Source: an optimization exercise on an open RTL-to-GDS flow (aim: small area, a short achievable clock period and few clock cycles). Production flows keep margins and buffers that such runs may drop. The RTL was checked by simulation tests, not by an equivalence proof against the original design. Power and IR drop assume default switching activity.

## raven
==> flow/design.v (excerpt) <==
module framing_core #(
    parameter CAP = 32
) (
    input  wire        clk,
    input  wire        rst,           
    input  wire        cmd_valid,
    input  wire [15:0] cmd_data,
    output wire        cmd_ready,
    output reg         resp_valid,
    output reg  [9:0]  resp_data,     
    output reg         ev_valid,
    output reg  [2:0]  ev_kind,       
    output reg  [23:0] ev_arg,
    input  wire        wait_done,
    input  wire        rx_valid,
    input  wire [7:0]  rx_data,
    input  wire        rx_last,
    input  wire        rx_empty,
    output wire        rx_ready
);
    localparam [7:0] START = 8'h02;
    localparam [7:0] END_  = 8'h04;
    localparam NB = CAP - 4;           
    localparam [2:0] EV_TXBEGIN = 3'd1, EV_TXWRITE = 3'd2, EV_TXEND = 3'd3,
                     EV_WAIT = 3'd4, EV_POLL = 3'd5;
    localparam O_CRC_RESET = 0,  O_CRC_CALC = 1,   O_CRC_UPDATE = 2, O_CRC_READ = 3,
               O_ENC_RESET = 4,  O_ENC_WRITE = 5,  O_ENC_END = 6,    O_ENC_AVAIL = 7,
               O_ENC_READ = 8,   O_ENC_PKTLEN = 9,
               O_DEC_RESET = 10, O_DEC_WRITE = 11, O_DEC_AVAIL = 12, O_DEC_READ = 13,
               O_DEC_ISOPEN = 14, O_DEC_HASERR = 15, O_DEC_LASTERR = 16, O_DEC_TOTLEN = 17,
               O_REQ_ADDR = 18,  O_REQ_RESPLEN = 19, O_REQ_DLO = 20, O_REQ_DHI = 21,
               O_REQ_ATT = 22,   O_REQ_START = 23, O_REQ_STATUS = 24, O_REQ_AVAIL = 25,
               O_REQ_READ = 26;
  ...
==> flow/config.mk <==
export PLATFORM = sky130hd
export DESIGN_NAME = framing_core
export DESIGN_NICKNAME = framing_core
export VERILOG_FILES = /design/flow/design.v
export SDC_FILE = /design/flow/constraint.sdc
export NUM_CORES = 4
export LEC_CHECK = 0
export ABC_AREA = 1
export CAP_MARGIN = 20
export CORE_MARGIN = 2
export CORE_UTILIZATION = 40
export CTS_CLUSTER_DIAMETER = 90
export CTS_CLUSTER_SIZE = 26
export SLEW_MARGIN = 20
==> flow/constraint.sdc <==
create_clock -name core_clock -period 8.0 [get_ports {clk}]
set_input_delay 1.6000 -clock core_clock [delete_from_list [all_inputs] [get_ports {clk}]]
set_output_delay 1.6000 -clock core_clock [all_outputs]
set_load 0.01 [all_outputs]
standard.sh (not shown) runs the stock make flow with config.mk's settings and CLKGATE_MAP_FILE= SYNTH_SCRIPT=/design/flow/synth_recipe.tcl, a recipe that flattens the netlist after the stock synthesis.
==> flow/flow/run.sh <==
#!/bin/bash
set -euo pipefail
bash standard.sh SETUP_SLACK_MARGIN=5.3 finish > standard.log 2>&1
Testbench counts of raven, summed over its fixed seeds: cycles 21,000.
> inputs changed (raven -> juniper)
==> flow/flow/run.sh <==
#!/bin/bash
set -euo pipefail
bash standard.sh SETUP_SLACK_MARGIN=5.15 finish > standard.log 2>&1
- Capturing element of the worst setup path: epf[3] -> raven, epf[6] -> juniper
- Diff raven..juniper | sequential logic power | negligible
- Comparing final weighted congestion in routability-driven placement for juniper and raven, the bigger number came from raven.
- Going from raven to juniper, area growth from synthesis to layout down 4.3 points; via count lost 434; clock-buffer cell count went up; final worst hold slack decreased 3.0 ps.

== wip/fjord ==
framing_core, a different RTL version from the one above (not shown whole).
For scale: roughly 990 flip-flops, ~42000 um2 of cells after synthesis.
clock: 8.0 ns
lec_check: 0
abc_area: 1
cap_margin: 20
core_margin: 2
core_utilization: 40
cts_cluster_diameter: 90
cts_cluster_size: 26
slew_margin: 20
tns_end_percent: 30
==> flow/flow/run.sh <==
#!/bin/bash
set -euo pipefail
bash standard.sh SETUP_SLACK_MARGIN=5.3 finish > standard.log 2>&1
wip/fjord completed; timing, DRC and antenna clean
Testbench counts of wip/fjord, summed over its fixed seeds: cycles 21,000.
Here is what was changed in the inputs of wip/pepper compared with wip/fjord.
Settings: clearing TNS_END_PERCENT, which used to be 30; swapping 40 for 55 in CORE_UTILIZATION.
==> flow/flow/run.sh <==
#!/bin/bash
set -euo pipefail
bash standard.sh SETUP_SLACK_MARGIN=5.45 finish > standard.log 2>&1
==> run summary <==
| part of the cycle the worst path needs | wip/fjord vs wip/pepper | ≈ equal |
Between wip/fjord and wip/pepper, the post-DP HPWL does not differ in any meaningful way.
Of wip/pepper and wip/fjord, the lower all-layer global routing usage belongs to wip/fjord.
Run comparison: wip/fjord capturing instance or port of the critical path ev_arg[21]; wip/pepper capturing instance or port of the critical path cmd_ready
For wip/lagoon, these inputs were changed with respect to wip/pepper:
==> flow/flow/run.sh <==
#!/bin/bash
set -euo pipefail
bash standard.sh SETUP_SLACK_MARGIN=5.3 finish > standard.log 2>&1
--- outcome ---
The setup slack was comparable across wip/lagoon and wip/pepper.
Summary of the comparison: count of clock-buffer cells in the layout is lower in wip/lagoon, relative to wip/pepper.
Delta (wip/lagoon minus wip/pepper): number of nets produced by synthesis held; register-to-register slack went up 0.04 ns.

## run A
framing_core, a different RTL version from the one above (not shown whole).
For scale: about 920 flip-flops, ~72 I/O pins, ~0.043 mm² of cells after synthesis.
make LEC_CHECK=0 CAP_MARGIN=20 CORE_MARGIN=2 CORE_UTILIZATION=40 SETUP_SLACK_MARGIN=4.5 SLEW_MARGIN=20 finish   # period 8.0 ns
run.sh (not shown) runs the stock make flow with config.mk's settings and CLKGATE_MAP_FILE= SYNTH_SCRIPT=/design/flow/synth_recipe.tcl, a recipe that flattens the netlist after the stock synthesis.
Stock flow here: none of the scripts above is used.
Testbench counts of run A, summed over its fixed seeds: cycles 21,164.
Relative to run A, the following input files were edited for run K:
-- flow/config.mk --
<<< run A, line 11
export SETUP_SLACK_MARGIN = 4.5
>>> run K, line 11
==> run summary <==
Looking at the reports, run K completed the entire flow and the layout it produced met the timing, design-rule and antenna checks.
From run A to run K the numbers moved as follows: cell count went down 32, clock-net power went up about 3%.
The clock distribution area overhead in the final layout of run K is higher than that of run A.

## re-timing with driven ports
Ports are ideal in the flow. The routed layouts listed here were re-timed in OpenROAD.
Step 1 assumes that a clkbuf_16 drives the clock port and a buf_2 every other input.
Step 2, shift: input delay + t, output delay - t, t = (earliest + latest rising clock arrival at the registers) / 2. This alone moves slack from input paths to output paths.
Three values: ideal ports, drivers, drivers and shift; two values: the first two.
run	shift t [ns]	setup slack, ns	worst hold slack (ns)	slew at the worst register clock pin (ns)	cell pins on the clock port's net
raven	0.705	5.115 / 5.080 / 4.636	0.455 / 0.455 / 0.455	0.11 / 0.11	1
juniper	0.697	5.087 / 5.087 / 4.480	0.452 / 0.452 / 0.452	0.11 / 0.11	1
wip/fjord	0.701	5.181 / 5.115 / 4.588	0.458 / 0.458 / 0.458	0.11 / 0.11	1
wip/pepper	0.697	5.177 / 5.110 / 4.867	0.464 / 0.464 / 0.464	0.11 / 0.11	1
wip/lagoon	0.693	5.175 / 5.106 / 4.747	0.454 / 0.454 / 0.454	0.11 / 0.11	1
run A	0.764	4.357 / 4.357 / 3.995	0.465 / 0.465 / 0.465	0.07 / 0.07	1
run K	0.744	3.455 / 3.455 / 3.455	0.450 / 0.450 / 0.450	0.07 / 0.07	1
After both steps setup and hold are still met in every run listed. For juniper, which loses most, drivers alone change the setup slack by 0.000 ns; drivers and shift together by -0.607 ns.
